Background: an optimization exercise with open tools, aiming at small area, a short achievable clock period and few clock cycles. Do not read the settings as production practice.
Function was checked by simulation only, so behaviour that the tests miss may differ from the original.
Power and IR drop assume default switching activity.

**design/flow/run.sh**
```bash
#!/bin/bash
# synth_recipe.tcl (not shown) runs the flow's synth.tcl, then flattens the netlist and writes it again
# the make line also repeats each setting of config.mk as NAME=value (left out here)
make -C /OpenROAD-flow-scripts/flow DESIGN_CONFIG=/design/flow/config.mk WORK_HOME=/design/flow/orfs CLKGATE_MAP_FILE= SYNTH_SCRIPT=/design/flow/synth_recipe.tcl finish
```
**design/flow/config.mk**
```make
export PLATFORM = sky130hd
export DESIGN_NAME = mpt_core
export DESIGN_NICKNAME = mpt_core
export VERILOG_FILES = /design/flow/design.v
export SDC_FILE = /design/flow/constraint.sdc
export NUM_CORES = 4
export LEC_CHECK = 0
export CAP_MARGIN = 35
export CORE_MARGIN = 2
export CORE_UTILIZATION = 40
export SETUP_SLACK_MARGIN = 5
export SLEW_MARGIN = 35
```
**design/flow/constraint.sdc**
```tcl
create_clock -name core_clock -period 12.0 [get_ports {clk}]
set_input_delay 2.4000 -clock core_clock [delete_from_list [all_inputs] [get_ports {clk}]]
set_output_delay 2.4000 -clock core_clock [all_outputs]
set_load 0.01 [all_outputs]
```
**design/flow/design.v**
```verilog
module mpt_core (
    input  wire        clk,
    input  wire        rst,         
    input  wire        bus_req,     
    input  wire        bus_we,      
    input  wire [20:0] bus_slot,    
    input  wire [63:0] bus_wdata,
    output reg  [63:0] bus_rdata,   
    output wire        irq
);
    localparam W        = 16;
    localparam DEPTH    = 32;
    localparam S_ID     = 21'h00;
    localparam S_CTRL   = 21'h01;
    localparam S_STATUS = 21'h02;
    localparam S_CMD    = 21'h03;
    localparam S_P      = 21'h04;
    localparam S_MPN    = 21'h05;
    localparam S_LMASK  = 21'h06;
    localparam S_ABASE  = 21'h07;
    localparam S_ALEN   = 21'h08;
    localparam S_CBASE  = 21'h09;
    localparam S_CLEN   = 21'h0A;
    localparam S_BVAL   = 21'h0B;
    localparam S_OPA    = 21'h0C;
    localparam S_OPB    = 21'h0D;
    localparam S_RLO    = 21'h0E;
    localparam S_RHI    = 21'h0F;
    localparam S_PASSES = 21'h10;
    localparam S_EINFO  = 21'h11;
    localparam OP_NOP   = 8'h00;
    localparam OP_KADD  = 8'h01;
    localparam OP_KSUB  = 8'h02;
    localparam OP_KMUL  = 8'h03;
    localparam OP_KODD  = 8'h04;
    localparam OP_ADDL  = 8'h10;
    localparam OP_SUBL  = 8'h11;
    localparam OP_SQR   = 8'h20;
    localparam OP_RED   = 8'h30;
    localparam OP_RPASS = 8'h31;
    localparam OP_MKMP  = 8'h32;
    localparam OP_CLR   = 8'h40;
    localparam E_ILLEGAL  = 3'd1;
    localparam E_BADOFF   = 3'd2;
    localparam E_BADP     = 3'd3;
    localparam E_LENGTH   = 3'd4;
    localparam E_RANGE    = 3'd5;
    localparam E_OVERLAP  = 3'd6;
    localparam E_CAPACITY = 3'd7;
    localparam T_KAS   = 0;      
    localparam T_KODD  = 1;
    localparam T_KM0   = 2;
    localparam T_KM    = 3;
    localparam T_LIN0  = 4;
    localparam T_LIN   = 5;
    localparam T_SQ    = 6;
    localparam T_RPF   = 7;
    localparam T_RP    = 8;
    localparam T_RINC  = 9;
    localparam T_MK0   = 10;
    localparam T_MK1   = 11;
    localparam T_MK2   = 12;
    localparam T_CLR0  = 13;
    localparam T_FIN   = 14;
    localparam T_ERR   = 15;
    localparam NT      = 16;
    reg        capchk, ie;
    reg        busy, done, err, ovr, flag_c, flag_z;
    reg [2:0]  ecode;
    reg [15:0] cmd_word;
    reg        cmd_rsvx;          
    reg [31:0] p_reg;
    reg [31:0] abase, alen, cbase, clen;
    reg [W-1:0] bval, opa, opb, rlo, rhi;
    reg [9:0]  passes;            
    reg [15:0] einfo;
    reg [W*DEPTH-1:0] lmv;         
    wire [W-1:0] lm [0:DEPTH-1];
    wire [DEPTH-1:0] nzv;          
    genvar g;
    generate
        for (g = 0; g < DEPTH; g = g + 1) begin : g_lm
            assign lm[g]  = lmv[W*g +: W];
            assign nzv[g] = |lmv[W*g +: W];
        end
    endgenerate
    wire        p_frac   = (p_reg[3:0] != 4'd0);
    wire [31:0] mpn      = {4'd0, p_reg[31:4]} + {31'd0, p_frac};      
    wire [5:0]  mpn6     = p_reg[9:4] + {5'd0, p_frac};               
    wire        mpn_big  = (p_reg[31:10] != 22'd0) || (p_reg[9] && p_reg[8:0] != 9'd0);    
    wire [3:0]  pm       = p_reg[3:0];
    wire [W-1:0] lmask   = (pm == 4'd0) ? {W{1'b1}} : (({{(W-1){1'b0}}, 1'b1} << pm) - 1'b1);
    wire [6:0]  a_end7 = {1'b0, abase[5:0]} + {1'b0, alen[5:0]};
    wire [6:0]  c_end7 = {1'b0, cbase[5:0]} + {1'b0, clen[5:0]};
    wire        a_out  = (abase[31:6] != 26'd0) || (alen[31:6] != 26'd0) || (a_end7 > 7'd32);
    wire        c_out  = (cbase[31:6] != 26'd0) || (clen[31:6] != 26'd0) || (c_end7 > 7'd32);
    wire        n_zero = (alen == 32'd0);
    wire        m_zero = (clen == 32'd0);
    wire        badp   = (p_reg[31:1] == 31'd0);
    wire        c_lt_2a  = {1'b0, clen} < {alen, 1'b0};
    wire        c_lt_mpn = (clen[31:28] == 4'd0) && (p_reg > {clen[27:0], 4'd0});
    wire        a_lt_mpn = (alen[31:28] == 4'd0) && (p_reg > {alen[27:0], 4'd0});
    wire        c_lt_a   = clen < alen;
    wire [5:0]  n6     = alen[5:0];
    wire [4:0]  a0     = abase[4:0];
    wire [4:0]  c0     = cbase[4:0];
    wire [5:0]  a_end6 = a_end7[5:0];
    wire [5:0]  c_end6 = c_end7[5:0];
    wire        ovl    = ({1'b0, abase[5:0]} < c_end7) && ({1'b0, cbase[5:0]} < a_end7);
    wire [5:0]  mpn_t  = mpn_big ? 6'd63 : (mpn6 - 6'd1);
    wire [10:0] p_off  = (p_reg[31:11] != 21'd0) ? 11'h7FF : p_reg[10:0];
    wire [4:0]  a0q    = a0 + p_reg[8:4];      
    wire [2:0] e_lin  = n_zero ? E_LENGTH : (a_out ? E_RANGE : 3'd0);
    wire [2:0] e_sqr  = (n_zero || m_zero || c_lt_2a) ? E_LENGTH :
                        ((a_out || c_out) ? E_RANGE : (ovl ? E_OVERLAP : 3'd0));
    wire [2:0] e_red  = badp ? E_BADP : ((n_zero || m_zero || c_lt_mpn) ? E_LENGTH :
                        ((a_out || c_out) ? E_RANGE : (ovl ? E_OVERLAP : 3'd0)));
    wire [2:0] e_rps  = badp ? E_BADP : ((n_zero || m_zero || c_lt_a) ? E_LENGTH :
                        ((a_out || c_out) ? E_RANGE : (ovl ? E_OVERLAP : 3'd0)));
    wire [2:0] e_mkmp = badp ? E_BADP : ((m_zero || c_lt_mpn) ? E_LENGTH : (c_out ? E_RANGE : 3'd0));
    wire [2:0] e_clr  = m_zero ? E_LENGTH : (c_out ? E_RANGE : 3'd0);
    wire host_wr  = bus_req && bus_we;
    wire host_rd  = bus_req && !bus_we;
    wire slot_lm  = (bus_slot[20:5] == 16'h1000);
    wire rz       = (bus_slot[20:5] == 16'h0000);
    wire [4:0] rs = bus_slot[4:0];
    wire slot_reg = rz && (rs <= 5'h11);
    wire [4:0] slot_idx = bus_slot[4:0];
    wire host_lm_we = host_wr && slot_lm && !busy;
    wire cmd_wr     = host_wr && rz && (rs == 5'h03) && !busy;
    wire accept     = cmd_wr && !err;
    wire [15:0] in_word = bus_wdata[15:0];
    wire [7:0]  in_opc  = in_word[7:0];
    wire [5:0]  in_imm  = in_word[13:8];
    wire        w_hz    = (bus_wdata[63:14] == 50'd0);
    wire        w_iz    = (in_imm == 6'd0);
    wire        o_nop   = (in_opc == OP_NOP);
    wire        o_kadd  = (in_opc == OP_KADD);
    wire        o_ksub  = (in_opc == OP_KSUB);
    wire        o_kmul  = (in_opc == OP_KMUL);
    wire        o_kodd  = (in_opc == OP_KODD);
    wire        o_addl  = (in_opc == OP_ADDL);
    wire        o_subl  = (in_opc == OP_SUBL);
    wire        o_sqr   = (in_opc == OP_SQR);
    wire        o_red   = (in_opc == OP_RED);
    wire        o_rps   = (in_opc == OP_RPASS);
    wire        o_mkmp  = (in_opc == OP_MKMP);
    wire        o_clr   = (in_opc == OP_CLR);
    wire        o_known = o_nop || o_kadd || o_ksub || o_kmul || o_kodd || o_addl || o_subl ||
                          o_sqr || o_red || o_rps || o_mkmp || o_clr;
    wire        w_legal = w_hz && o_known && (o_kodd || w_iz);
    wire k_nop  = w_legal && o_nop;
    wire k_kas  = w_legal && (o_kadd || o_ksub || (o_kodd && !in_imm[5] && !in_imm[4]));
    wire k_kmul = w_legal && o_kmul;
    wire k_lin  = w_legal && (o_addl || o_subl) && (e_lin == 3'd0);
    wire k_sqr  = w_legal && o_sqr  && (e_sqr  == 3'd0);
    wire k_red  = w_legal && ((o_red && e_red == 3'd0) || (o_rps && e_rps == 3'd0));
    wire k_mkmp = w_legal && o_mkmp && (e_mkmp == 3'd0);
    wire k_clr  = w_legal && o_clr  && (e_clr  == 3'd0);
    wire k_ok   = k_nop || k_kas || k_kmul || k_lin || k_sqr || k_red || k_mkmp || k_clr;
    wire [7:0] c_opc = cmd_word[7:0];
    reg  [2:0] chk_err;
    always @(*) begin
        if (cmd_rsvx || cmd_word[15:14] != 2'b00 ||
            !(c_opc == OP_NOP || c_opc == OP_KADD || c_opc == OP_KSUB || c_opc == OP_KMUL ||
              c_opc == OP_KODD || c_opc == OP_ADDL || c_opc == OP_SUBL || c_opc == OP_SQR ||
              c_opc == OP_RED || c_opc == OP_RPASS || c_opc == OP_MKMP || c_opc == OP_CLR) ||
            (c_opc != OP_KODD && cmd_word[13:8] != 6'd0))
                                   chk_err = E_ILLEGAL;
        else if (c_opc == OP_KODD) chk_err = E_BADOFF;
        else if (c_opc == OP_ADDL || c_opc == OP_SUBL) chk_err = e_lin;
        else if (c_opc == OP_SQR)  chk_err = e_sqr;
        else if (c_opc == OP_RED)  chk_err = e_red;
        else if (c_opc == OP_RPASS) chk_err = e_rps;
        else if (c_opc == OP_MKMP) chk_err = e_mkmp;
        else                       chk_err = e_clr;
    end
    reg [NT-1:0] st;          
    reg [4:0]   p0a, p1a;     
    reg         sub_ok_q, sub_vq;
    reg [W-1:0] sub_d_q;
    reg         lwr;          
    reg [5:0]   ci;           
    reg         lv;           
    reg [5:0]   li;
    reg [4:0]   la;
    reg [W-1:0] lrd;
    reg         lcy;
    reg         lfin;         
    reg         acc_nz;
    reg [4:0]   sg, si, sj, silo;    
    reg [4:0]   gp, gp1;             
    reg         sact;
    reg [W-1:0] ra, bl, bh;
    reg         dl, s1v, s1e, s1k;
    reg [4:0]   s1g;
    reg [48:0]  mps, mpc;     
    reg         s2v, s2e, s2k;
    reg [4:0]   s2g;
    reg [4:0]   s2wa;         
    reg         s2last;
    reg [54:0]  acc;
    reg [5:0]   rp_i;
    reg [7:0]   rp_wi;
    reg         rp_act;
    reg         q_v, q_last, q_lo, q_tp, q_first;
    reg [4:0]   q_wa;
    reg [W-1:0] q_c0, q_w;
    reg [W-1:0] wl;
    reg         pass1, is_rp;
    reg [5:0]   plen;
    reg         ltop;
    reg [5:0]   tidx;
    reg [10:0]  off;
    reg         cy;
    reg         c0mp, cnz, lmp, lnz, l0ones, l0pm1, uones;
    reg [W-1:0] l0;
    reg [5:0]   nzlo;
    reg         r_v, r_last;
    reg [4:0]   r_wa;
    reg [W-1:0] r_out;
    reg         r_e, r_hib;
    reg [4:0]   mk_a;         
    reg [W-1:0] lm_q;         
    reg [16:1]  pmsel;        
    reg         rw_act, rw_fill;
    reg [5:0]   rw_lo, rw_hi;
    wire [4:0] r0a = busy ? p0a : a0;
    wire [4:0] r1a = !busy ? (a0 + 5'd1) : ((st[T_RPF] && pass1) ? a0q : p1a);
    wire [W-1:0] r0d = lm[r0a];
    wire [W-1:0] r1d = lm[r1a];
    wire [W-1:0] hrd = lm[slot_idx];
    wire [5:0] nq_lo = busy ? nzlo : ({1'b0, a0} + 6'd1);
    reg  [DEPTH-1:0] nq_m;
    integer k;
    always @(*) begin
        for (k = 0; k < DEPTH; k = k + 1)
            nq_m[k] = (k >= nq_lo) && (k < a_end6);
    end
    wire anynz = |(nzv & nq_m);
    wire [W-1:0] lin_op   = (li == 6'd0) ? bval : {{(W-1){1'b0}}, lcy};
    wire         lin_add  = (cmd_word[7:0] == OP_ADDL);
    wire [W:0]   lin_res  = lin_add ? ({1'b0, lrd} + {1'b0, lin_op}) : ({1'b0, lrd} - {1'b0, lin_op});
    wire         lin_last = (li == n6 - 6'd1);
    wire [W:0]   sub0     = {1'b0, r0d} - {1'b0, bval};
    wire [W:0]   k_add    = {1'b0, opa} + {1'b0, opb};
    wire [W:0]   k_sub    = {1'b0, opa} - {1'b0, opb};
    wire [2*W-1:0] fs_out = {q_w, wl} >> off[3:0];
    wire [32:0]  sq_b     = {bh, (dl ? {bl, 1'b0} : {1'b0, bl})};
    wire [48:0]  pp [0:15];
    generate
        for (g = 0; g < 16; g = g + 1) begin : g_pp
            assign pp[g] = {16'd0, sq_b & {33{ra[g]}}} << g;
        end
    endgenerate
    function [97:0] csa;
        input [48:0] x, y, z;
        begin
            csa = {((x & y) | (x & z) | (y & z)) << 1, x ^ y ^ z};
        end
    endfunction
    wire [97:0] t1a = csa(pp[0],  pp[1],  pp[2]);
    wire [97:0] t1b = csa(pp[3],  pp[4],  pp[5]);
    wire [97:0] t1c = csa(pp[6],  pp[7],  pp[8]);
    wire [97:0] t1d = csa(pp[9],  pp[10], pp[11]);
    wire [97:0] t1e = csa(pp[12], pp[13], pp[14]);
    wire [97:0] t2a = csa(t1a[48:0],  t1a[97:49], t1b[48:0]);
    wire [97:0] t2b = csa(t1b[97:49], t1c[48:0],  t1c[97:49]);
    wire [97:0] t2c = csa(t1d[48:0],  t1d[97:49], t1e[48:0]);
    wire [97:0] t3a = csa(t2a[48:0],  t2a[97:49], t2b[48:0]);
    wire [97:0] t3b = csa(t2b[97:49], t2c[48:0],  t2c[97:49]);
    wire [97:0] t4a = csa(t3a[48:0],  t3a[97:49], t3b[48:0]);
    wire [97:0] t4b = csa(t3b[97:49], t1e[97:49], pp[15]);
    wire [97:0] t5a = csa(t4a[48:0],  t4a[97:49], t4b[48:0]);
    wire [97:0] t6a = csa(t5a[48:0],  t5a[97:49], t4b[97:49]);
    wire [54:0]  s2_x     = acc ^ {6'd0, mps} ^ {6'd0, mpc};
    wire [54:0]  s2_y     = ((acc & {6'd0, mps}) | (acc & {6'd0, mpc}) | ({6'd0, mps} & {6'd0, mpc})) << 1;
    wire [54:0]  sq_tot   = s2_x + s2_y;
    wire         s_diag   = (si == sg);
    wire         s_end    = (si == silo);
    wire         s_hiok   = ({1'b0, sj} < n6);
    wire [4:0]   ng       = sg + 5'd1;
    wire [5:0]   ng2p1    = {ng, 1'b1};                  
    wire [5:0]   nilo6    = (ng2p1 > n6) ? (ng2p1 - n6) : 6'd0;    
    wire [W-1:0] m_c0   = q_lo ? {W{1'b1}} : (q_tp ? lm_q : {W{1'b0}});    
    wire [W-1:0] m_cv   = is_rp ? {W{1'b1}} : m_c0;
    wire [W-1:0] pcv    = fs_out[W-1:0] & m_cv;
    wire [W-1:0] pc0m   = q_c0 & m_c0;
    wire [W:0]   pu     = {1'b0, pc0m} + {1'b0, pcv} + {{W{1'b0}}, cy};
    wire [W-1:0] pout   = pu[W-1:0] & m_cv;
    wire         pe     = (!is_rp && q_tp) ? |(pu[W:1] & pmsel) : pu[W];
    wire         phib   = |(fs_out & {{W{1'b1}}, ~lm_q});
    function sum_eq;
        input [W-1:0] x, y, kk, msk;
        input         cin;
        reg   [W-1:0] t, c;
        begin
            t = x ^ y ^ kk;
            c = {((x[W-2:0] & y[W-2:0]) | ((x[W-2:0] | y[W-2:0]) & ~kk[W-2:0])), cin};
            sum_eq = &((t ~^ c) | ~msk);
        end
    endfunction
    wire         eq_mp  = sum_eq(pc0m, pcv, m_c0, m_cv, cy);             
    wire         eq_mp1 = sum_eq(pc0m, pcv, m_c0 - 1'b1, m_cv, cy);      
    wire         eq_z   = sum_eq(pc0m, pcv, {W{1'b0}}, m_cv, cy);        
    wire         d_X    = ltop & (r_hib | anynz);
    wire         d_H    = d_X | r_e;
    wire [11:0]  off_nx = {1'b0, off} + {1'b0, p_off};
    wire [10:0]  off_n  = off_nx[11] ? 11'h7FF : off_nx[10:0];
    function [5:0] nz_from;
        input [4:0] b;
        input [6:0] li;
        input [5:0] len;
        reg   [8:0] s;
        begin
            s = {4'd0, b} + {2'd0, li} + {3'd0, len} + 9'd1;
            nz_from = (s > 9'd32) ? 6'd32 : s[5:0];
        end
    endfunction
    wire [31:0] rd_reg =
          ({32{rs == 5'h00}} & 32'h4D50_0110)
        | ({32{rs == 5'h01}} & {30'd0, ie, capchk})
        | ({32{rs == 5'h02}} & {21'd0, ecode, 2'b00, flag_z, flag_c, ovr, err, done, busy})
        | ({32{rs == 5'h03}} & {16'd0, cmd_word})
        | ({32{rs == 5'h04}} & p_reg)
        | ({32{rs == 5'h05}} & mpn)
        | ({32{rs == 5'h06}} & {16'd0, lmask})
        | ({32{rs == 5'h07}} & abase)
        | ({32{rs == 5'h08}} & alen)
        | ({32{rs == 5'h09}} & cbase)
        | ({32{rs == 5'h0A}} & clen)
        | ({32{rs == 5'h0B}} & {16'd0, bval})
        | ({32{rs == 5'h0C}} & {16'd0, opa})
        | ({32{rs == 5'h0D}} & {16'd0, opb})
        | ({32{rs == 5'h0E}} & {16'd0, rlo})
        | ({32{rs == 5'h0F}} & {16'd0, rhi})
        | ({32{rs == 5'h10}} & {22'd0, passes})
        | ({32{rs == 5'h11}} & {16'd0, einfo});
    wire [31:0] rd_lo  = ({32{rz}} & rd_reg) | ({32{slot_lm}} & {16'd0, hrd});
    wire [63:0] rd_val = {26'd0, rz && rs == 5'h00, 5'd0, rd_lo};
    assign irq = ie && (done || err);
    reg          dwe, dw2;
    reg [4:0]    dw_a;
    reg [W-1:0]  dw_lo, dw_hi;
    always @(*) begin
        dwe = 1'b0; dw2 = 1'b0; dw_a = r_wa; dw_lo = r_out; dw_hi = r_out;
        if (st[T_LIN]) begin
            dwe = lv && lwr; dw_a = la; dw_lo = lin_res[W-1:0]; dw_hi = lin_res[W-1:0];
        end
        if (st[T_SQ]) begin
            dwe = s2v && s2e; dw2 = 1'b1; dw_a = s2wa; dw_lo = sq_tot[W-1:0]; dw_hi = sq_tot[2*W-1:W];
        end
        if (st[T_RP]) begin
            dwe = r_v;
        end
        if (st[T_RINC]) begin
            dwe = 1'b1; dw_a = c0; dw_lo = l0 + 1'b1; dw_hi = l0 + 1'b1;
        end
        if (st[T_MK2]) begin
            dwe = 1'b1; dw_a = mk_a; dw_lo = lm_q; dw_hi = lm_q;
        end
    end
    wire [4:0] dw_b = dw_a + 5'd1;
    wire       dw_sw = dw_a[0];                
    wire       rg_on = busy && rw_act;
    reg  [DEPTH-1:0] rg_m;
    always @(*) begin
        for (k = 0; k < DEPTH; k = k + 1)
            rg_m[k] = (k >= rw_lo) && (k < rw_hi);
    end
    wire acc_subl = accept && k_lin && o_subl && sub_vq && sub_ok_q;
    wire [W-1:0] wd_e = host_lm_we ? bus_wdata[W-1:0] :
                        !busy      ? sub_d_q :
                        rg_on      ? {W{rw_fill}} :
                        (dw_sw ? dw_hi : dw_lo);
    wire [W-1:0] wd_o = host_lm_we ? bus_wdata[W-1:0] :
                        !busy      ? sub_d_q :
                        rg_on      ? {W{rw_fill}} :
                        (dw_sw ? dw_lo : dw_hi);
    generate
        for (g = 0; g < DEPTH; g = g + 1) begin : g_lmw
            wire we = (host_lm_we && slot_idx == g) ||
                      (acc_subl && a0 == g) ||
                      (rg_on && rg_m[g]) ||
                      (busy && dwe && (dw_a == g || (dw2 && dw_b == g)));
            always @(posedge clk)
                if (we) lmv[W*g +: W] <= (g % 2 == 0) ? wd_e : wd_o;
        end
    endgenerate
    always @(posedge clk) begin
        if (host_rd)
            bus_rdata <= rd_val;
        sub_ok_q <= !sub0[W];
        sub_d_q  <= sub0[W-1:0];
        sub_vq   <= !busy && !cmd_wr && !(host_wr && (bus_slot == S_ABASE || bus_slot == S_BVAL || slot_lm));
        mps <= t6a[48:0];
        mpc <= t6a[97:49];
        s2v <= s1v; s2e <= s1e; s2k <= s1k; s2g <= s1g;
        s2wa <= c0 + {s1g[3:0], 1'b0};
        s2last <= (s1g == n6[4:0] - 5'd1);
        s1v <= 1'b0;
        s1k <= 1'b0;
        rw_act <= 1'b0;
        r_v <= 1'b0;
        r_last <= 1'b0;
        if (!busy) begin
            ra <= r0d; bl <= r0d; bh <= (n6 != 6'd1) ? r1d : {W{1'b0}}; dl <= 1'b0;
            s1e <= 1'b1; s1g <= 5'd0;
            acc_nz <= (r0d != {W{1'b0}});
            sg <= 5'd1; si <= 5'd1; sj <= 5'd2;
            silo <= (n6 < 6'd3) ? (5'd3 - n6[4:0]) : 5'd0;
            sact <= (n6 != 6'd1);
            p0a <= a0 + 5'd1; p1a <= a0 + 5'd2;
            gp <= a0 + 5'd2; gp1 <= a0 + 5'd3;
            acc <= 55'd0;
            off <= p_off; pass1 <= 1'b1; cy <= 1'b0; q_v <= 1'b0; rp_act <= 1'b0;
            tidx <= mpn_t;
            lm_q <= lmask;
            pmsel <= (pm == 4'd0) ? 16'h8000 : (16'd1 << (pm - 4'd1));
            rw_fill <= 1'b0;
            rw_lo <= {1'b0, c0} + (in_opc[4] ? (in_opc[0] ? n6 : mpn6) : {n6[4:0], 1'b0});
            rw_hi <= c_end6;
        end
        if (host_wr) begin
            if (bus_slot == S_STATUS) begin
                if (bus_wdata[1]) done <= 1'b0;
                if (bus_wdata[2]) begin err <= 1'b0; ecode <= 3'd0; end
                if (bus_wdata[3]) ovr <= 1'b0;
            end else if (busy) begin
                if (slot_reg || slot_lm) ovr <= 1'b1;
            end else begin
                case (bus_slot)
                    S_CTRL:  begin capchk <= bus_wdata[0]; ie <= bus_wdata[1]; end
                    S_CMD:   if (err) ovr <= 1'b1;
                    S_P:     p_reg <= bus_wdata[31:0];
                    S_ABASE: abase <= bus_wdata[31:0];
                    S_ALEN:  alen  <= bus_wdata[31:0];
                    S_CBASE: cbase <= bus_wdata[31:0];
                    S_CLEN:  clen  <= bus_wdata[31:0];
                    S_BVAL:  bval  <= bus_wdata[W-1:0];
                    S_OPA:   opa   <= bus_wdata[W-1:0];
                    S_OPB:   opb   <= bus_wdata[W-1:0];
                    default: ;
                endcase
            end
        end
        if (accept) begin
            cmd_word <= in_word;
            cmd_rsvx <= (bus_wdata[63:16] != 48'd0);
            done     <= 1'b0;
            if (!k_ok) begin
                busy <= 1'b1; st <= (1 << T_ERR);
            end
            if (k_nop) done <= 1'b1;
            if (k_kas) begin busy <= 1'b1; st <= (1 << T_KAS); end
            if (k_kmul) begin busy <= 1'b1; st <= (1 << T_KM0); end
            if (k_lin) begin
                if (o_subl && sub_vq && sub_ok_q) begin
                    flag_c <= 1'b0;
                    flag_z <= (sub_d_q == {W{1'b0}}) && !anynz;
                    done   <= 1'b1;
                end else begin
                    busy <= 1'b1; st <= (1 << T_LIN0);
                end
            end
            if (k_sqr) begin
                busy <= 1'b1; st <= (1 << T_SQ);
                s1v <= 1'b1; rw_act <= 1'b1;
            end
            if (k_red) begin
                busy <= 1'b1; st <= (1 << T_RPF);
                rw_act <= 1'b1;
            end
            if (k_mkmp) begin busy <= 1'b1; st <= (1 << T_MK0); end
            if (k_clr) begin busy <= 1'b1; st <= (1 << T_CLR0); end
        end
        if (st[T_KAS]) begin
            if (cmd_word[2:0] == 3'd4) begin
                q_w <= opb; wl <= opa; off <= {7'd0, cmd_word[11:8]};
                st <= (1 << T_KODD);
            end else begin
                if (cmd_word[1]) begin
                    rlo <= k_sub[W-1:0]; rhi <= {{(W-1){1'b0}}, k_sub[W]};
                end else begin
                    rlo <= k_add[W-1:0]; rhi <= {{(W-1){1'b0}}, k_add[W]};
                end
                busy <= 1'b0; done <= 1'b1; st <= {NT{1'b0}};
            end
        end
        if (st[T_KODD]) begin
            rlo <= fs_out[W-1:0]; rhi <= {W{1'b0}};
            busy <= 1'b0; done <= 1'b1; st <= {NT{1'b0}};
        end
        if (st[T_KM0]) begin
            ra <= opa; bl <= opb; bh <= {W{1'b0}}; dl <= 1'b0;
            s1k <= 1'b1; acc <= 55'd0;
            st <= (1 << T_KM);
        end
        if (st[T_KM] && s2k) begin
            rlo <= sq_tot[W-1:0]; rhi <= sq_tot[2*W-1:W];
            busy <= 1'b0; done <= 1'b1; st <= {NT{1'b0}};
        end
        if (st[T_LIN0]) begin
            p0a <= a0; ci <= 6'd0; lv <= 1'b0; lwr <= 1'b0; lcy <= 1'b0; lfin <= 1'b0;
            st <= (1 << T_LIN);
        end
        if (st[T_LIN]) begin
            lv <= (ci < n6);
            if (ci < n6) begin
                lrd <= r0d; li <= ci; la <= p0a;
                ci <= ci + 6'd1; p0a <= p0a + 5'd1;
            end
            lfin <= lv && lin_last;
            if (lv) begin
                lcy <= lin_res[W];
                if (lwr && lin_res[W-1:0] != {W{1'b0}}) acc_nz <= 1'b1;
            end
            if (lfin) begin
                if (!lwr) begin
                    if (lcy && capchk) begin
                        busy <= 1'b0; err <= 1'b1; ecode <= E_CAPACITY; einfo <= cmd_word;
                        st <= {NT{1'b0}};
                    end else begin
                        lwr <= 1'b1; ci <= 6'd0; p0a <= a0; lv <= 1'b0; lcy <= 1'b0;
                        acc_nz <= 1'b0;
                    end
                end else begin
                    flag_c <= lcy;
                    flag_z <= !acc_nz;
                    busy <= 1'b0; done <= 1'b1; st <= {NT{1'b0}};
                end
            end
        end
        if (st[T_SQ]) begin
            if (sact) begin
                if (s_diag && r0d != {W{1'b0}}) acc_nz <= 1'b1;
                ra <= r0d;
                bh <= s_hiok ? r1d : {W{1'b0}};
                bl <= s_diag ? r0d : bh;
                dl <= !s_diag;
                s1v <= 1'b1; s1e <= s_end; s1g <= sg;
                if (s_end) begin
                    if (ng == n6[4:0]) sact <= 1'b0;
                    sg <= ng; si <= ng; sj <= ng + 5'd1;
                    silo <= nilo6[4:0];
                    p0a <= gp; p1a <= gp1;
                    gp <= gp1; gp1 <= gp1 + 5'd1;
                end else begin
                    si <= si - 5'd1; sj <= sj + 5'd1;
                    p0a <= p0a - 5'd1; p1a <= p1a + 5'd1;
                end
            end
            if (s2v) begin
                if (s2e) begin
                    acc <= {32'd0, sq_tot[54:32]};
                    if (s2last) begin
                        flag_c <= 1'b0; flag_z <= !acc_nz;
                        busy <= 1'b0; done <= 1'b1; st <= {NT{1'b0}};
                    end
                end else
                    acc <= sq_tot;
            end
        end
        if (st[T_RPF]) begin
            wl  <= (off[10:4] < {1'b0, n6}) ? r1d : {W{1'b0}};
            rp_wi <= {1'b0, off[10:4]} + 8'd1;
            p1a <= (pass1 ? a0q : p1a) + 5'd1;
            p0a <= pass1 ? a0 : c0;
            rp_i <= 6'd0; rp_act <= 1'b1;
            c0mp <= 1'b1; cnz <= 1'b0; lmp <= 1'b1; lnz <= 1'b0; uones <= 1'b1;
            nzlo <= nz_from(a0, off[10:4], mpn6);
            if (pass1) begin
                is_rp <= cmd_word[0];
                plen  <= cmd_word[0] ? n6 : mpn6;
                ltop  <= cmd_word[0] ? !a_lt_mpn : 1'b1;
            end
            st <= (1 << T_RP);
        end
        if (st[T_RP]) begin
            q_v <= rp_act;
            if (rp_act) begin
                q_c0  <= (pass1 && !(rp_i < n6)) ? {W{1'b0}} : r0d;
                q_w   <= (rp_wi < {2'b0, n6}) ? r1d : {W{1'b0}};
                q_first <= (rp_i == 6'd0);
                q_lo  <= (rp_i < tidx);
                q_tp  <= (rp_i == tidx);
                q_last <= (rp_i == plen - 6'd1);
                q_wa  <= c0 + rp_i[4:0];
                rp_i  <= rp_i + 6'd1;
                rp_wi <= rp_wi + 8'd1;
                p0a   <= p0a + 5'd1;
                p1a   <= p1a + 5'd1;
                if (rp_i == plen - 6'd1) rp_act <= 1'b0;
            end
            if (q_v) begin
                wl <= q_w;
                cy <= pu[W];
                if (pc0m != m_c0) c0mp <= 1'b0;
                if (pcv != {W{1'b0}}) cnz <= 1'b1;
                if (!eq_mp) lmp <= 1'b0;
                if (!eq_z) lnz <= 1'b1;
                if (q_first) begin
                    l0 <= pout; l0ones <= eq_mp; l0pm1 <= eq_mp1;
                end else if (!eq_mp)
                    uones <= 1'b0;
                r_v <= 1'b1; r_last <= q_last; r_wa <= q_wa; r_out <= pout;
                r_e <= pe; r_hib <= phib;
            end
            if (r_last) begin
                if (pass1 && !is_rp && !(cnz || d_X || (c0mp && ltop))) begin
                    passes <= 10'd0;
                    flag_c <= 1'b0; flag_z <= !lnz;
                    busy <= 1'b0; done <= 1'b1; st <= {NT{1'b0}};
                end else begin
                    passes <= pass1 ? 10'd1 : passes + 10'd1;
                    if ((lmp && ltop) && (is_rp || !d_H)) begin
                        rw_act <= 1'b1; rw_fill <= 1'b0;
                        rw_lo <= {1'b0, c0}; rw_hi <= {1'b0, c0} + plen;
                        flag_c <= 1'b0; flag_z <= 1'b1;
                        st <= (1 << T_FIN);
                    end else if (is_rp || !d_H) begin
                        flag_c <= 1'b0; flag_z <= !lnz;
                        busy <= 1'b0; done <= 1'b1; st <= {NT{1'b0}};
                    end else if (!d_X && !l0ones) begin
                        st <= (1 << T_RINC);
                    end else begin
                        off <= off_n;
                        p1a <= a0 + off_n[8:4];
                        cy  <= r_e;
                        pass1 <= 1'b0;
                        st <= (1 << T_RPF);
                    end
                end
            end
        end
        if (st[T_RINC]) begin
            passes <= passes + 10'd1;
            flag_c <= 1'b0;
            if (uones && l0pm1) begin
                rw_act <= 1'b1; rw_fill <= 1'b0;
                rw_lo <= {1'b0, c0}; rw_hi <= {1'b0, c0} + plen;
                flag_z <= 1'b1;
                st <= (1 << T_FIN);
            end else begin
                flag_z <= 1'b0;
                busy <= 1'b0; done <= 1'b1; st <= {NT{1'b0}};
            end
        end
        if (st[T_MK0]) begin
            mk_a <= c0 + mpn6[4:0] - 5'd1;
            rw_act <= 1'b1; rw_fill <= 1'b1;
            rw_lo <= {1'b0, c0}; rw_hi <= {1'b0, c0} + mpn6 - 6'd1;
            st <= (1 << T_MK1);
        end
        if (st[T_MK1]) st <= (1 << T_MK2);
        if (st[T_MK2]) begin
            rw_act <= 1'b1; rw_fill <= 1'b0;
            rw_lo <= {1'b0, c0} + mpn6; rw_hi <= c_end6;
            flag_c <= 1'b0; flag_z <= 1'b0;
            st <= (1 << T_FIN);
        end
        if (st[T_CLR0]) begin
            rw_act <= 1'b1; rw_fill <= 1'b0;
            rw_lo <= {1'b0, c0}; rw_hi <= c_end6;
            flag_c <= 1'b0; flag_z <= 1'b1;
            st <= (1 << T_FIN);
        end
        if (st[T_ERR]) begin
            err <= 1'b1; ecode <= chk_err; einfo <= cmd_word;
            busy <= 1'b0; st <= {NT{1'b0}};
        end
        if (st[T_FIN]) begin
            busy <= 1'b0; done <= 1'b1; st <= {NT{1'b0}};
        end
        if (rst) begin
            capchk   <= 1'b1;  ie     <= 1'b0;
            busy     <= 1'b0;  done   <= 1'b0;  err <= 1'b0;  ovr <= 1'b0;
            flag_c   <= 1'b0;  flag_z <= 1'b0;  ecode <= 3'd0;
            cmd_word <= 16'd0;
            p_reg    <= 32'd0;
            abase    <= 32'd0; alen <= 32'd0; cbase <= 32'd0; clen <= 32'd0;
            bval     <= {W{1'b0}}; opa <= {W{1'b0}}; opb <= {W{1'b0}};
            rlo      <= {W{1'b0}}; rhi <= {W{1'b0}};
            passes   <= 10'd0; einfo <= 16'd0;
            st       <= {NT{1'b0}};
        end
    end
endmodule
```
==> results.txt, run 1 <==
outcome complete, no violations; Slew Limit Headroom 0.221; top_reg_cell synth edfxtp_1; biggest regs lmv (512), acc (55), mps (48); clock sinks 1368; worst hold path type reg2reg; worst hold slack 0.326 ns; fmax 140 MHz; mapped cell area 98800 sq um; die area 251000 sq um; Root Buffer clkbuf_16; gr ovfl total 0; 1st-iter DRT viols 17500; MaxCap Viol Count 0; HPWL after detailed placement 493 mm; gr usage total 0.510; starting density of the core 0.402; Die W 501 um; YS warnings 1; syn_area_per_cell 9.21 sq um; FF-to-FF setup slack 4.86 ns; Hold Fails Final Rpt 0; largest cells by area after synthesis edfxtp_1 (21%), dfxtp_1 (14%), fa_1 (11%), ha_1 (6.0%), nand2_1 (4.6%); Clock Tree Buf Depth 3; post-synthesis sequential area ratio 0.348; DRC 0; hold path endpoint s2v; gpl congestion 1.16; drt wl/cell 46.0 um; Placement Rows 182; Tmin final 7.14 ns; RSZ-0062 raised after global routing true; EDFF count, synth 699; Leakage 42.8 nW; Synth top area share 0.213; Worst-path clk slew 0.07 ns; Hold Crit Depth 0; Final TNS setup 0 ns; initial antenna violation count 110; TritonCTS Buffers 161; worst-margin pin slew 1.16 ns; final WL 657 mm; Core Region 246000 sq um; ANT nets after route 0; CTS tree done; Crit Reg-Reg Endpoint sub_d_q[15]; top post-synthesis cells by count nand2_1 (1198), a21oi_1 (768), inv_1 (711); hold_buf cts 0; Skew-Pair Late Insertion Delay 0.91 ns; final instance area 112000 sq um; top-count cell post-synth nand2_1; Vias/cell 7.27; crit path kind reg2reg; skew final 0.0474 ns; Startpoint Class flop; CP arrival 7.95 ns; # IOs 154; IO buf count 122; H-tree depth 4; FF-to-FF path depth 24; wire length of the first global-routing pass 867 mm; final setup fails 0; hold path start s1v; Distinct cells, synth 120; ys async rst share 0; placed cell area 106000 sq um; power per cell area 92.3 nW/um^2; final net count 11900; Slew Limit Fails 0; Vias 104000; cell taking the most area after synthesis edfxtp_1; fin crit share 0.595; Tot Pwr 10.4 mW; VDD IR-drop max 0.000175 V; crit end category flop; vias in the first global route 95800; share of layout cells above drive strength 1 0.103; Layout area overhead 13.8%; Die H 501 um; Max Fanout on Critical Path 15; pin count of the biggest net entering global routing 87; number of synthesized register bits 1368; First-pass DRT Iterations 10; Largest Register lmv; worst path required time 12.81 ns; Reg2Reg Launch Point p0a[1]; max FFs per register 512; post-synthesis cell count 10700
==> routing by layer <==
layer	up-vias	part of all wire	track usage
met5	-	0.0017	0.0216
met4	58	0.10	0.398
met3	2827	0.15	0.250
met2	9466	0.40	0.700
met1	51900	0.35	0.600
li1	39400	-	-
==> critical path, stage by stage, from the launching register on <==
cell       delay [ns]
dfxtp_1          0.79
nand3b_2         0.38
nand2_2          0.60
buf_4            0.47
and3_2           0.25
buf_4            0.51
a22o_1           0.27
a221oi_1         0.05
nand3_1          0.14
nor2_1           0.08
a31oi_2          0.25
buf_4            0.34
ha_1             0.29
nor2b_1          0.12
o21ai_0          0.21
a21boi_0         0.15
o21ai_0          0.16
nand2_1          0.10
a21o_1           0.18
nand2_1          0.07
a21oi_1          0.10
o41ai_1          0.76
o2111ai_1        0.28
a21oi_1          0.23
xnor2_1          0.13
==> cell type report <==
| class | instances | area [sq um] |
|---|---|---|
| Fill cell | 23300 | 133000 |
| Sequential cell | 1368 | 34400 |
| Multi-Input combinational cell | 7992 | 60700 |
| Timing Repair Buffer | 586 | 4840 |
| Inverter | 718 | 2700 |
| Tap cell | 3220 | 4030 |
| Clock inverter | 91 | 1020 |
| Antenna cell | 90 | 225 |
| Clock buffer | 209 | 4490 |
==> worst max path at each step <==
stage	startpoint	slack [ns]	endpoint	cells past startpoint
after detailed placement	bus_wdata[4]	4.19	lmv[478]	12
after floorplan	bus_wdata[2]	5.51	lmv[0]	11
after global routing	bus_wdata[4]	4.98	lmv[163]	12
after global placement	bus_wdata[4]	3.86	lmv[219]	12
after CTS	bus_wdata[4]	5.09	lmv[390]	12
final	p0a[1]	4.86	sub_d_q[15]	24
==> placed cells by master, fill, tap and decap left out, types with 126 or more instances in the layout <==
master / instances
nand2_1: 1181
mux2i_1: 132
ha_1: 471
and2_1: 414
a22o_1: 243
nor2_1: 532
edfxtp_1: 699
xor2_1: 134
nand4_1: 201
fa_1: 533
nor3_1: 126
a22oi_1: 407
nor4_1: 191
a221oi_1: 242
nand3_1: 222
o21ai_0: 364
clkbuf_16: 166
dfxtp_1: 645
xnor2_1: 196
buf_4: 414
inv_1: 708
a21oi_1: 760
==> logic make-up (layout without fill, tap and decap cells) <==
logic type,count (synthesis),count (layout),synth area share
multiplexers,172,172,0.0187
AO/OA/AOI/OAI,2961,2961,0.205
AND/OR/NAND/NOR,3486,3486,0.174
XOR/XNOR,335,335,0.0300
flip-flops,1368,1368,0.348
adder cells (fa/ha/maj),1006,1006,0.168
other,2,122,0.0000760
buffers and inverters,1400,1604,0.0563
==> power breakdown <==
part / leakage [nW] / switching, mW / internal (mW)
Combinational: 28.2 / 0.196 / 0.0732
Sequential: 11.9 / 0.00498 / 4.87
Clock: 2.67 / 2.33 / 2.90
Total: 42.8 / 2.53 / 7.84
==> what timing repair did <==
item	4_1_cts	5_1_grt
buffers inserted	0	3
setup endpoints to repair	0	38
gates resized for setup	0	5
==> metrics by stage <==
stage | utilization | setup WS (ns) | instances
6_report | 0.457 | 4.86 | 14300
5_1_grt | 0.457 | 4.98 | 14200
4_1_cts | 0.455 | 5.09 | 14200
3_5_place_dp | 0.433 | 4.19 | 13900
3_3_place_gp | 0.429 | 3.86 | 13800
2_1_floorplan | - | 5.51 | 10800
Testbench counts, summed over its fixed seeds: cycles 90,933.
==> run 2: changes to the inputs <==
--- a/design/flow/design.v
+++ b/design/flow/design.v
@@ -186,3 +186,2 @@
     reg [4:0]   la;
-    reg [W-1:0] lrd;
     reg         lcy;
@@ -193,3 +192,3 @@
     reg         sact;
-    reg [W-1:0] ra, bl, bh;
+    reg [W-1:0] ra, bl, bh;   
     reg         dl, s1v, s1e, s1k;
@@ -207,3 +206,3 @@
     reg [4:0]   q_wa;
-    reg [W-1:0] q_c0, q_w;
+    reg [W-1:0] q_w;
     reg [W-1:0] wl;
@@ -218,9 +217,3 @@
     reg [5:0]   nzlo;
-    reg         r_v, r_last;
-    reg [4:0]   r_wa;
-    reg [W-1:0] r_out;
-    reg         r_e, r_hib;
     reg [4:0]   mk_a;         
-    reg [W-1:0] lm_q;         
-    reg [16:1]  pmsel;        
     reg         rw_act, rw_fill;
@@ -228,6 +221,6 @@
     wire [4:0] r0a = busy ? p0a : a0;
-    wire [4:0] r1a = !busy ? (a0 + 5'd1) : ((st[T_RPF] && pass1) ? a0q : p1a);
+    wire [4:0] r1a = busy ? p1a : (host_rd ? slot_idx : (in_word[4] ? a0q : (a0 + 5'd1)));
     wire [W-1:0] r0d = lm[r0a];
     wire [W-1:0] r1d = lm[r1a];
-    wire [W-1:0] hrd = lm[slot_idx];
+    wire [W-1:0] hrd = r1d;
     wire [5:0] nq_lo = busy ? nzlo : ({1'b0, a0} + 6'd1);
@@ -242,3 +235,3 @@
     wire         lin_add  = (cmd_word[7:0] == OP_ADDL);
-    wire [W:0]   lin_res  = lin_add ? ({1'b0, lrd} + {1'b0, lin_op}) : ({1'b0, lrd} - {1'b0, lin_op});
+    wire [W:0]   lin_res  = lin_add ? ({1'b0, ra} + {1'b0, lin_op}) : ({1'b0, ra} - {1'b0, lin_op});
     wire         lin_last = (li == n6 - 6'd1);
@@ -284,10 +277,10 @@
     wire [5:0]   nilo6    = (ng2p1 > n6) ? (ng2p1 - n6) : 6'd0;    
-    wire [W-1:0] m_c0   = q_lo ? {W{1'b1}} : (q_tp ? lm_q : {W{1'b0}});    
+    wire [W-1:0] m_c0   = q_lo ? {W{1'b1}} : (q_tp ? lmask : {W{1'b0}});    
     wire [W-1:0] m_cv   = is_rp ? {W{1'b1}} : m_c0;
     wire [W-1:0] pcv    = fs_out[W-1:0] & m_cv;
-    wire [W-1:0] pc0m   = q_c0 & m_c0;
+    wire [W-1:0] pc0m   = ra & m_c0;
     wire [W:0]   pu     = {1'b0, pc0m} + {1'b0, pcv} + {{W{1'b0}}, cy};
     wire [W-1:0] pout   = pu[W-1:0] & m_cv;
-    wire         pe     = (!is_rp && q_tp) ? |(pu[W:1] & pmsel) : pu[W];
-    wire         phib   = |(fs_out & {{W{1'b1}}, ~lm_q});
+    wire         pe     = (!is_rp && q_tp && pm != 4'd0) ? pu[pm] : pu[W];
+    wire         phib   = |(fs_out & {{W{1'b1}}, ~lmask});
     function sum_eq;
@@ -305,4 +298,9 @@
     wire         eq_z   = sum_eq(pc0m, pcv, {W{1'b0}}, m_cv, cy);        
-    wire         d_X    = ltop & (r_hib | anynz);
-    wire         d_H    = d_X | r_e;
+    wire         f_lmp  = lmp & eq_mp & ltop;
+    wire         f_lnz  = lnz | !eq_z;
+    wire         f_cnz  = cnz | (pcv != {W{1'b0}});
+    wire         f_c0mp = c0mp & (pc0m == m_c0) & ltop;
+    wire         f_X    = ltop & (phib | anynz);
+    wire         f_H    = f_X | pe;
+    wire         f_l0on = q_first ? eq_mp : l0ones;
     wire [11:0]  off_nx = {1'b0, off} + {1'b0, p_off};
@@ -345,3 +343,3 @@
     always @(*) begin
-        dwe = 1'b0; dw2 = 1'b0; dw_a = r_wa; dw_lo = r_out; dw_hi = r_out;
+        dwe = 1'b0; dw2 = 1'b0; dw_a = q_wa; dw_lo = pout; dw_hi = pout;
         if (st[T_LIN]) begin
@@ -353,3 +351,3 @@
         if (st[T_RP]) begin
-            dwe = r_v;
+            dwe = q_v;
         end
@@ -359,3 +357,3 @@
         if (st[T_MK2]) begin
-            dwe = 1'b1; dw_a = mk_a; dw_lo = lm_q; dw_hi = lm_q;
+            dwe = 1'b1; dw_a = mk_a; dw_lo = lmask; dw_hi = lmask;
         end
@@ -403,4 +401,2 @@
         rw_act <= 1'b0;
-        r_v <= 1'b0;
-        r_last <= 1'b0;
         if (!busy) begin
@@ -412,9 +408,16 @@
             sact <= (n6 != 6'd1);
-            p0a <= a0 + 5'd1; p1a <= a0 + 5'd2;
+            p0a <= in_opc[4] ? a0 : (a0 + 5'd1);
+            p1a <= in_opc[4] ? (a0q + 5'd1) : (a0 + 5'd2);
             gp <= a0 + 5'd2; gp1 <= a0 + 5'd3;
             acc <= 55'd0;
-            off <= p_off; pass1 <= 1'b1; cy <= 1'b0; q_v <= 1'b0; rp_act <= 1'b0;
+            off <= p_off; pass1 <= 1'b1; cy <= 1'b0; q_v <= 1'b0;
+            wl  <= (p_off[10:4] < {1'b0, n6}) ? r1d : {W{1'b0}};
+            rp_wi <= {1'b0, p_off[10:4]} + 8'd1;
+            rp_i <= 6'd0; rp_act <= 1'b1;
+            c0mp <= 1'b1; cnz <= 1'b0; lmp <= 1'b1; lnz <= 1'b0; uones <= 1'b1;
+            nzlo <= nz_from(a0, p_off[10:4], mpn6);
+            is_rp <= in_opc[0];
+            plen  <= in_opc[0] ? n6 : mpn6;
+            ltop  <= in_opc[0] ? !a_lt_mpn : 1'b1;
             tidx <= mpn_t;
-            lm_q <= lmask;
-            pmsel <= (pm == 4'd0) ? 16'h8000 : (16'd1 << (pm - 4'd1));
             rw_fill <= 1'b0;
@@ -470,3 +473,3 @@
             if (k_red) begin
-                busy <= 1'b1; st <= (1 << T_RPF);
+                busy <= 1'b1; st <= (1 << T_RP);
                 rw_act <= 1'b1;
@@ -509,3 +512,3 @@
             if (ci < n6) begin
-                lrd <= r0d; li <= ci; la <= p0a;
+                ra <= r0d; li <= ci; la <= p0a;
                 ci <= ci + 6'd1; p0a <= p0a + 5'd1;
@@ -566,4 +569,4 @@
             rp_wi <= {1'b0, off[10:4]} + 8'd1;
-            p1a <= (pass1 ? a0q : p1a) + 5'd1;
-            p0a <= pass1 ? a0 : c0;
+            p1a <= p1a + 5'd1;
+            p0a <= c0;
             rp_i <= 6'd0; rp_act <= 1'b1;
@@ -571,7 +574,2 @@
             nzlo <= nz_from(a0, off[10:4], mpn6);
-            if (pass1) begin
-                is_rp <= cmd_word[0];
-                plen  <= cmd_word[0] ? n6 : mpn6;
-                ltop  <= cmd_word[0] ? !a_lt_mpn : 1'b1;
-            end
             st <= (1 << T_RP);
@@ -581,3 +579,3 @@
             if (rp_act) begin
-                q_c0  <= (pass1 && !(rp_i < n6)) ? {W{1'b0}} : r0d;
+                ra  <= (pass1 && !(rp_i < n6)) ? {W{1'b0}} : r0d;
                 q_w   <= (rp_wi < {2'b0, n6}) ? r1d : {W{1'b0}};
@@ -605,9 +603,7 @@
                     uones <= 1'b0;
-                r_v <= 1'b1; r_last <= q_last; r_wa <= q_wa; r_out <= pout;
-                r_e <= pe; r_hib <= phib;
             end
-            if (r_last) begin
-                if (pass1 && !is_rp && !(cnz || d_X || (c0mp && ltop))) begin
+            if (q_v && q_last) begin
+                if (pass1 && !is_rp && !(f_cnz || f_X || f_c0mp)) begin
                     passes <= 10'd0;
-                    flag_c <= 1'b0; flag_z <= !lnz;
+                    flag_c <= 1'b0; flag_z <= !f_lnz;
                     busy <= 1'b0; done <= 1'b1; st <= {NT{1'b0}};
@@ -615,3 +611,3 @@
                     passes <= pass1 ? 10'd1 : passes + 10'd1;
-                    if ((lmp && ltop) && (is_rp || !d_H)) begin
+                    if (f_lmp && (is_rp || !f_H)) begin
                         rw_act <= 1'b1; rw_fill <= 1'b0;
@@ -620,6 +616,6 @@
                         st <= (1 << T_FIN);
-                    end else if (is_rp || !d_H) begin
-                        flag_c <= 1'b0; flag_z <= !lnz;
+                    end else if (is_rp || !f_H) begin
+                        flag_c <= 1'b0; flag_z <= !f_lnz;
                         busy <= 1'b0; done <= 1'b1; st <= {NT{1'b0}};
-                    end else if (!d_X && !l0ones) begin
+                    end else if (!f_X && !f_l0on) begin
                         st <= (1 << T_RINC);
@@ -628,3 +624,3 @@
                         p1a <= a0 + off_n[8:4];
-                        cy  <= r_e;
+                        cy  <= pe;
                         pass1 <= 1'b0;
--- a/design/flow/config.mk
+++ b/design/flow/config.mk
@@ -7,3 +7,3 @@
 export LEC_CHECK = 0
-export CAP_MARGIN = 35
+export CAP_MARGIN = 30
 export CORE_MARGIN = 2
@@ -11,2 +11,2 @@
 export SETUP_SLACK_MARGIN = 5
-export SLEW_MARGIN = 35
+export SLEW_MARGIN = 30
==> results.txt, run 2 <==
outcome complete, no violations; Die H 488 um; Final TNS setup 0 ns; VDD IR-drop max 0.000167 V; Synth top area share 0.196; max FFs per register 512; Root Buffer clkbuf_16; worst hold path type reg2reg; crit path kind in2reg; vias in the first global route 87400; ANT nets after route 0; EDFF count, synth 612; Leakage 40.8 nW; die area 239000 sq um; Distinct cells, synth 105; final WL 567 mm; power per cell area 125 nW/um^2; post-synthesis sequential area ratio 0.338; Tmin final 7.04 ns; initial antenna violation count 62; number of synthesized register bits 1279; Worst-path clk slew 0.06 ns; Reg2Reg Launch Point abase[1]; top-count cell post-synth nand2_1; CP arrival 7.47 ns; worst path required time 12.43 ns; largest cells by area after synthesis edfxtp_1 (20%), dfxtp_1 (14%), fa_1 (11%), ha_1 (6.5%), nand2_1 (4.9%); fmax 142 MHz; RSZ-0062 raised after global routing true; MaxCap Viol Count 0; Slew Limit Fails 0; Largest Register lmv; worst setup margin 4.96 ns; share of layout cells above drive strength 1 0.0992; Max Fanout on Critical Path 16; final net count 11500; CTS tree done; Clock Tree Buf Depth 3; Vias 93700; YS warnings 1; ys async rst share 0; Place WS 3.31 ns; hold_buf cts 0; First-pass DRT Iterations 9; clock sinks 1279; Slew Limit Headroom 0.189; crit end category flop; biggest regs lmv (512), acc (55), mps (48); Layout Cells excl Fill 13700; placed cells 13300; Core Region 233000 sq um; # IOs 154; mapped cell area 93900 sq um; Startpoint Class input port; commonest non-fill, non-tap cell in the layout nand2_1; HPWL after detailed placement 422 mm; most frequent cells in the layout nand2_1 (1204), a21oi_1 (783), inv_1 (710), dfxtp_1 (646), edfxtp_1 (612); worst-margin pin slew 1.21 ns; final setup fails 0; IO buf count 122; Vias/cell 6.85; H-tree depth 4; gr usage total 0.465; Tot Pwr 13.3 mW; top_reg_cell synth dfxtp_1; Placement Rows 177; FF-to-FF setup slack 5.08 ns; 1st-iter DRT viols 15000; wire length of the first global-routing pass 761 mm; gr ovfl total 0; TritonCTS Buffers 153; cell taking the most area after synthesis edfxtp_1; syn_area_per_cell 9.11 sq um; drt wl/cell 41.4 um; DRC 0; Skew-Pair Late Insertion Delay 0.85 ns; Hold Fails Final Rpt 0; starting density of the core 0.403; pin count of the biggest net entering global routing 224; hold path start s1k; Layout area overhead 13.9%; gpl congestion 1.13; skew final 0.0575 ns; fin crit share 0.587; top post-synthesis cells by count nand2_1 (1217), a21oi_1 (790), inv_1 (712); post-synthesis cell count 10300; CP Launch Point bus_wdata[28]; Die W 488 um
==> run 2: cell count changes in the layout (fill, tap and decap cells not counted), sizes merged, moves of 31 or more <==
cell / change
o22ai: -33
edfxtp: -87
mux2i: -35
a22oi: -122
buf: -53
nand3: +31
a221oi: -64
a22o: -57
diode: -56
nand4: -42
==> run 2: where the power goes <==
part | switching [mW] | internal, mW
logic | 2.18 | 1.30
registers | 0.138 | 4.69
clock network | 2.11 | 2.91
==> run 2: per-stage QoR <==
| stage | util | instance area, sq um | hold slack (ns) |
|---|---|---|---|
| after floorplan | - | 94000 | 0.310 |
| after global placement | 0.431 | 100000 | 0.312 |
| after detailed placement | 0.432 | 101000 | 0.319 |
| after CTS | 0.457 | 106000 | 0.330 |
| after global routing | 0.459 | 107000 | 0.332 |
| final | 0.459 | 107000 | 0.330 |
==> run 2: what timing repair did <==
item | CTS | global route
endpoints found under the setup margin | 376 | 249
gates resized for setup | 28 | 44
hold endpoints to repair | 0 | 0
buffers inserted | 20 | 18
pin swaps | 7 | 9
==> run 2: kinds of logic after synthesis <==
kind of cell	synth area share
adder cells (fa/ha/maj)	0.180
flip-flops	0.338
multiplexers	0.0212
XOR/XNOR	0.0320
buffers and inverters	0.0559
AO/OA/AOI/OAI	0.196
AND/OR/NAND/NOR	0.177
other	0.0000399
==> run 2: cell type report <==
cell class / count / area [sq um]
Fill cell: 22300 / 126000
Inverter: 722 / 2720
Antenna cell: 34 / 85.1
Timing Repair Buffer: 533 / 4650
Clock inverter: 82 / 1020
Multi-Input combinational cell: 7701 / 58500
Clock buffer: 199 / 4260
Sequential cell: 1279 / 31800
Tap cell: 3132 / 3920
==> run 2: worst paths after layout <==
kind / to / depth (start not counted)
min reg2reg: s2k / 0
max: lmv[394] / 11
min: s2k / 0
max reg2reg: sub_d_q[15] / 24
==> run 2: layer usage <==
metal / routed length, um / vias to the layer above / track usage
met4: 50500 / 40 / 0.327
li1: - / 37400 / -
met1: 213000 / 47000 / 0.592
met5: 272 / - / 0
met2: 232000 / 7315 / 0.665
met3: 71000 / 1900 / 0.149
==> run 2: critical path, stage by stage <==
cell	delay [ns]
clkdlybuf4s50_1	0.54
nor4_4	0.52
nand4_1	0.14
nor3_1	0.55
inv_1	0.23
or4_1	0.58
a21o_1	0.27
nor3_1	0.31
and2_1	0.52
nand3_1	0.40
o21ai_4	0.94
Testbench counts of run 2, summed over its fixed seeds: cycles 86,158.
==> run 3: changes to the inputs <==
--- a/design/flow/config.mk
+++ b/design/flow/config.mk
@@ -9,3 +9,3 @@
 export CORE_MARGIN = 2
-export CORE_UTILIZATION = 40
+export CORE_UTILIZATION = 55
 export SETUP_SLACK_MARGIN = 5
==> results.txt, run 3 <==
drt wl/cell 41.8 um; Worst-path clk slew 0.07 ns; EDFF count, synth 612; MaxCap Viol Count 0; post-synthesis cell count 10300; placed cells 12400; die area 174000 sq um; Root Buffer clkbuf_16; worst-margin pin slew 1.27 ns; NetSw 4.71 mW; outcome complete, no violations; Hold Fails Final Rpt 0; Max Fanout on Critical Path 31; register area 31800 sq um; CTS tree done; area occupied by multi-input gates 58500 sq um; Largest Register lmv; Slew Limit Headroom 0.145; final net count 11500; pin count of the biggest net entering global routing 95; Vias/cell 7.77; First-pass DRT Iterations 22; H-tree depth 4; FF-to-FF path depth 22; starting density of the core 0.554; RSZ-0062 raised after global routing false; YS warnings 1; gr usage total 0.594; Skew-Pair Late Insertion Delay 0.87 ns; sw frac 0.349; clock sinks 1279; vias in the first global route 93900; crit path kind reg2reg; wire length of the first global-routing pass 723 mm; largest cells by area after synthesis edfxtp_1 (20%), dfxtp_1 (14%), fa_1 (11%), ha_1 (6.5%), nand2_1 (4.9%); final instance area 105000 sq um; ANT nets after route 0; Layout Cells excl Fill 12700; worst hold path type reg2reg; 1st-iter DRT viols 20500; fmax 138 MHz; syn_area_per_cell 9.11 sq um; power per cell area 128 nW/um^2; IO buf count 122; initial antenna violation count 72; Clock Tree Buf Depth 3; number of synthesized register bits 1279; VDD IR-drop max 0.000203 V; Vias 99000; skew final 0.0461 ns; most frequent cells in the layout nand2_1 (1210), a21oi_1 (780), inv_1 (710), dfxtp_1 (653), edfxtp_1 (612); commonest non-fill, non-tap cell in the layout nand2_1; # IOs 154; Pint 8.78 mW; max FFs per register 512; Placement Rows 151; top_reg_cell synth dfxtp_1; mapped cell area 93900 sq um; Startpoint Class flop; biggest regs lmv (512), acc (55), mps (48); DRC 0; ys async rst share 0; final setup fails 0; final core utilization 0.621; Distinct cells, synth 105; Die H 417 um; hold_buf cts 0; Die W 417 um; post-synthesis sequential area ratio 0.338; Core Region 169000 sq um; gpl congestion 1.18; Layout area overhead 12.1%; Tmin final 7.23 ns; placed cell area 99200 sq um; CP arrival 7.97 ns; HPWL after detailed placement 392 mm; final WL 532 mm; Final TNS setup 0 ns; worst path required time 12.74 ns; sequential share of power 0.359; Slew Limit Fails 0; TritonCTS Buffers 144; share of layout cells above drive strength 1 0.0926; Hold Crit Depth 0; cell taking the most area after synthesis edfxtp_1; fillcell total 13200; Synth top area share 0.196; fin crit share 0.602; gr ovfl total 0; crit end category flop; top post-synthesis cells by count nand2_1 (1217), a21oi_1 (790), inv_1 (712); top-count cell post-synth nand2_1; Clock power frac 0.357; Leakage 40.4 nW; Logic pwr share 0.284
run 3: cell count changes in the layout (fill, tap and decap cells not counted), sizes merged:
cell and change:
nor3 +1, clkinvlp +1, diode +21, buf -40, clkbuf -13, clkinv -9
bufinv -4, inv +7
run 3: path summary, 6_finish.rpt:
path / startpoint / end / slack [ns]
setup reg to reg: abase[4] / sub_d_q[15] / 4.77
hold reg to reg: s1k / s2k / 0.34
setup / recovery: abase[4] / sub_d_q[15] / 4.77
hold / removal: s1k / s2k / 0.34
run 3: stage by stage:
stage          hold WS [ns]  power, mW  setup slack, ns
2_1_floorplan         0.310       7.01             5.91
3_3_place_gp          0.311       8.18             3.68
3_5_place_dp          0.318       8.32             3.97
4_1_cts               0.333       13.2             4.99
5_1_grt               0.340       13.8             4.99
6_report              0.337       13.5             4.77
run 3: kinds of logic (layout without fill, tap and decap cells):
logic type / count (synthesis) / count (layout) / synth area share
simple gates: 3417 / 3418 / 0.177
compound gates: 2725 / 2725 / 0.196
other cells: 1 / 86 / 0.0000399
flops: 1279 / 1279 / 0.338
xor+xnor: 342 / 342 / 0.0320
buf+inv: 1359 / 1478 / 0.0559
mux: 159 / 159 / 0.0212
fa+ha+maj: 1027 / 1027 / 0.180
run 3: power by group through the flow:
stage                     Combinational [mW]  Clock, mW  Sequential [mW]
final                                   3.83       4.81             4.85
after CTS                               3.60       4.75             4.83
after floorplan                         2.16          0             4.85
after global placement                  3.26          0             4.92
after detailed placement                3.40          0             4.92
after global routing                    4.07       4.90             4.84
run 3: area by class of cell:
cell class / instances / share of cell area
Timing Repair Buffer: 493 / 0.0423
Sequential cell: 1279 / 0.302
Tap cell: 2218 / 0.0264
Inverter: 722 / 0.0258
Multi-Input combinational cell: 7702 / 0.555
Antenna cell: 55 / 0.00131
Clock buffer: 186 / 0.0380
Clock inverter: 77 / 0.00939
run 3: timing repair:
action / in CTS / in global routing
hold endpoints to repair: 0 / 0
setup buffers: 8 / 21
cloned: 1 / 0
resized for setup: 16 / 37
pin swaps: 5 / 13
endpoints found under the setup margin: 123 / 277
run 3: critical path: stages (launching register included):
cell	delay [ns]
dfxtp_1	0.48
buf_4	0.32
mux2_2	0.42
buf_6	0.44
nand2_1	0.65
nor2_4	0.68
a22oi_1	0.18
nand3_1	0.27
nor4_1	0.09
a31oi_1	0.43
buf_4	0.30
ha_1	0.29
o21ai_0	0.13
a21boi_0	0.17
o21ai_0	0.27
a21boi_0	0.16
o21ai_0	0.22
a21boi_0	0.17
o21ai_0	0.38
a2111oi_0	0.20
o21a_1	0.22
o21a_1	0.19
o311ai_0	0.32
run 3: metal layers:
layer | vias to the layer above | GRT usage | wire length (um)
met5 | - | 0.0453 | 1310
met1 | 46700 | 0.677 | 170000
li1 | 37300 | - | -
met3 | 3779 | 0.325 | 95600
met2 | 11000 | 0.796 | 203000
met4 | 73 | 0.511 | 62200
==> run 4: changes to the inputs <==
--- a/design/flow/design.v
+++ b/design/flow/design.v
@@ -392,3 +392,3 @@
         sub_d_q  <= sub0[W-1:0];
-        sub_vq   <= !busy && !cmd_wr && !(host_wr && (bus_slot == S_ABASE || bus_slot == S_BVAL || slot_lm));
+        sub_vq   <= !rst && !busy && !cmd_wr && !(host_wr && (bus_slot == S_ABASE || bus_slot == S_BVAL || slot_lm));
         mps <= t6a[48:0];
--- a/design/flow/config.mk
+++ b/design/flow/config.mk
@@ -9,3 +9,3 @@
 export CORE_MARGIN = 2
-export CORE_UTILIZATION = 55
+export CORE_UTILIZATION = 47
 export SETUP_SLACK_MARGIN = 5
==> results.txt, run 4 <==
wire length of the first global-routing pass 725 mm; TritonCTS Buffers 152; top post-synthesis cells by count nand2_1 (1203), a21oi_1 (731), inv_1 (724); ys async rst share 0; First-pass DRT Iterations 11; placed cells 12900; clock sinks 1279; worst-margin pin slew 1.20 ns; Die H 453 um; Clock power frac 0.362; DRC 0; FF-to-FF setup slack 4.89 ns; CP Launch Point cmd_word[2]; 1st-iter DRT viols 17400; Core Region 200000 sq um; Distinct cells, synth 109; skew final 0.0650 ns; Layout area overhead 12.0%; worst setup margin 4.89 ns; Reg2Reg Launch Point cmd_word[2]; top_reg_cell synth dfxtp_1; final instance area 106000 sq um; syn_area_per_cell 9.09 sq um; Tmin final 7.11 ns; Tot Pwr 14.0 mW; Synth top area share 0.194; commonest non-fill, non-tap cell in the layout nand2_1; Vias/cell 7.20; sequential share of power 0.344; cell taking the most area after synthesis edfxtp_1; placed cell area 99800 sq um; biggest regs lmv (512), acc (55), mps (48); starting density of the core 0.473; HPWL after detailed placement 401 mm; top-count cell post-synth nand2_1; final net count 11500; Slew Limit Fails 0; Vias 95300; EDFF count, synth 612; Pint 9.13 mW; Place WS 3.50 ns; pin count of the biggest net entering global routing 111; gpl congestion 1.11; post-synthesis cell count 10400; power per cell area 132 nW/um^2; Slew Limit Headroom 0.190; Placement Rows 164; Clock Tree Buf Depth 3; final setup fails 0; fin crit share 0.592; Die W 453 um; M3 GR Usage 0.206; gr usage total 0.509; CP arrival 7.66 ns; sw frac 0.349; RSZ-0062 raised after global routing false; die area 205000 sq um; initial antenna violation count 72; M1 GR Usage 0.606; Layout Cells excl Fill 13200; worst hold slack 0.327 ns; largest cells by area after synthesis edfxtp_1 (19%), dfxtp_1 (14%), fa_1 (11%), ha_1 (6.4%), nand2_1 (4.8%); NetSw 4.90 mW; Skew-Pair Late Insertion Delay 0.91 ns; most frequent cells in the layout nand2_1 (1194), inv_1 (723), a21oi_1 (719), dfxtp_1 (652), edfxtp_1 (612); hold path start s1k; Root Buffer clkbuf_16; drt wl/cell 40.3 um; share of layout cells above drive strength 1 0.0925; M2 GR Usage 0.725; post-synthesis sequential area ratio 0.335; Startpoint Class flop; Leakage 40.6 nW; final WL 533 mm; final core utilization 0.530; YS warnings 1; MaxCap Viol Count 0; mapped cell area 94600 sq um; worst hold path type reg2reg; IO buf count 122; max FFs per register 512; H-tree depth 4; Max Fanout on Critical Path 16; crit path kind reg2reg; number of synthesized register bits 1279; CTS tree done; Final TNS setup 0 ns; worst path required time 12.55 ns; crit end category flop; VDD IR-drop max 0.000206 V; Logic pwr share 0.294; outcome complete, no violations; Largest Register lmv; vias in the first global route 89700; # IOs 154; gr ovfl total 0; gr busiest metal met2; Hold Fails Final Rpt 0; ANT nets after route 0; fmax 141 MHz; Worst-path clk slew 0.06 ns
-- run 4: final timing paths --
kind / depth (start not counted) / to
worst max-delay path: 18 / lmv[88]
worst min-delay path: 0 / s2k
worst max register to register: 18 / lmv[88]
worst min register to register: 0 / s2k
-- run 4: logic make-up after synthesis --
group,Yosys count,synth area share
simple gates,3461,0.177
compound gates,2707,0.193
buf+inv,1380,0.0574
flops,1279,0.335
fa+ha+maj,1030,0.179
xor+xnor,329,0.0307
mux,221,0.0279
other cells,1,0.0000396
-- run 4: layout make-up --
cell class / instances / area [sq um]
Antenna cell: 45 / 113
Clock buffer: 202 / 4420
Clock inverter: 80 / 1000
Fill cell: 17800 / 93900
Inverter: 731 / 2750
Multi-Input combinational cell: 7779 / 58800
Sequential cell: 1279 / 31800
Tap cell: 2656 / 3320
Timing Repair Buffer: 460 / 3790
-- run 4: routing by layer --
| layer | up-vias | routed length (um) |
|---|---|---|
| met5 | - | 357 |
| met4 | 48 | 54900 |
| met3 | 2432 | 78400 |
| met2 | 8647 | 216000 |
| met1 | 46500 | 182000 |
| li1 | 37600 | - |
-- run 4: worst max-delay path, cell delays in order, from the launching register on --
cell	delay, ns
dfxtp_1	0.46
or4_1	0.68
nor3_2	0.70
nand2_1	0.47
o21ai_0	0.49
inv_1	0.12
fa_1	0.46
nor2b_1	0.13
o21ai_0	0.12
a21boi_0	0.24
o21ai_0	0.13
a21boi_0	0.37
o21ai_0	0.14
nand2b_1	0.11
xor2_1	0.29
a211oi_1	0.12
nor3_1	0.56
o21ai_0	0.31
nand2_1	0.83
-- run 4: what timing repair did --
| action | in CTS | in global routing |
|---|---|---|
| setup buffers | 4 | 0 |
| pin swaps | 3 | 0 |
| hold buffers | 0 | 0 |
| setup endpoints to repair | 235 | 258 |
| resized for setup | 11 | 20 |
-- run 4: power groups by stage --
stage | registers (mW) | clock network, mW | logic (mW)
after floorplan | 4.86 | 0 | 2.43
after global placement | 4.92 | 0 | 3.82
after detailed placement | 4.92 | 0 | 3.91
after CTS | 4.83 | 5.04 | 3.99
after global routing | 4.84 | 5.22 | 4.58
final | 4.83 | 5.08 | 4.12
Testbench counts of run 4, summed over its fixed seeds: cycles 86,158.

[re-timing with driven ports]
No port has a modelled driver above. Below, the same layouts with a new extraction and two added sets of constraints. Step 1: set_driving_cell puts a clkbuf_16 on clk and a buf_2 on each other input, an assumption about the parent block. Step 2 adds t to the input delays and takes it off the output delays; t is the mean of the earliest and latest rising clock arrival at the registers after step 1. Input paths then give back, and output paths get back, about the clock's delay inside the block. Slacks: ideal / step 1 / step 2; pairs: ideal / step 1.
| run | shift t [ns] | setup slack, ns | latest minus earliest clock arrival (ns) | slew at the worst register clock pin (ns) | worst data-port slew with drivers (ns) |
|---|---|---|---|---|---|
| run 1 | 0.988 | 4.858 / 4.858 / 4.024 | 0.048 / 0.048 | 0.08 / 0.08 | 0.18 |
| run 2 | 0.917 | 4.955 / 5.031 / 4.114 | 0.057 / 0.058 | 0.07 / 0.07 | 0.11 |
| run 3 | 0.941 | 4.771 / 4.771 / 4.324 | 0.049 / 0.049 | 0.07 / 0.07 | 0.15 |
| run 4 | 0.982 | 4.891 / 4.891 / 4.041 | 0.065 / 0.065 | 0.07 / 0.07 | 0.16 |
After both steps setup and hold are still met in every run listed. The setup slack of run 4, which loses most, moves by 0.000 ns with the drivers and by -0.850 ns with both steps.
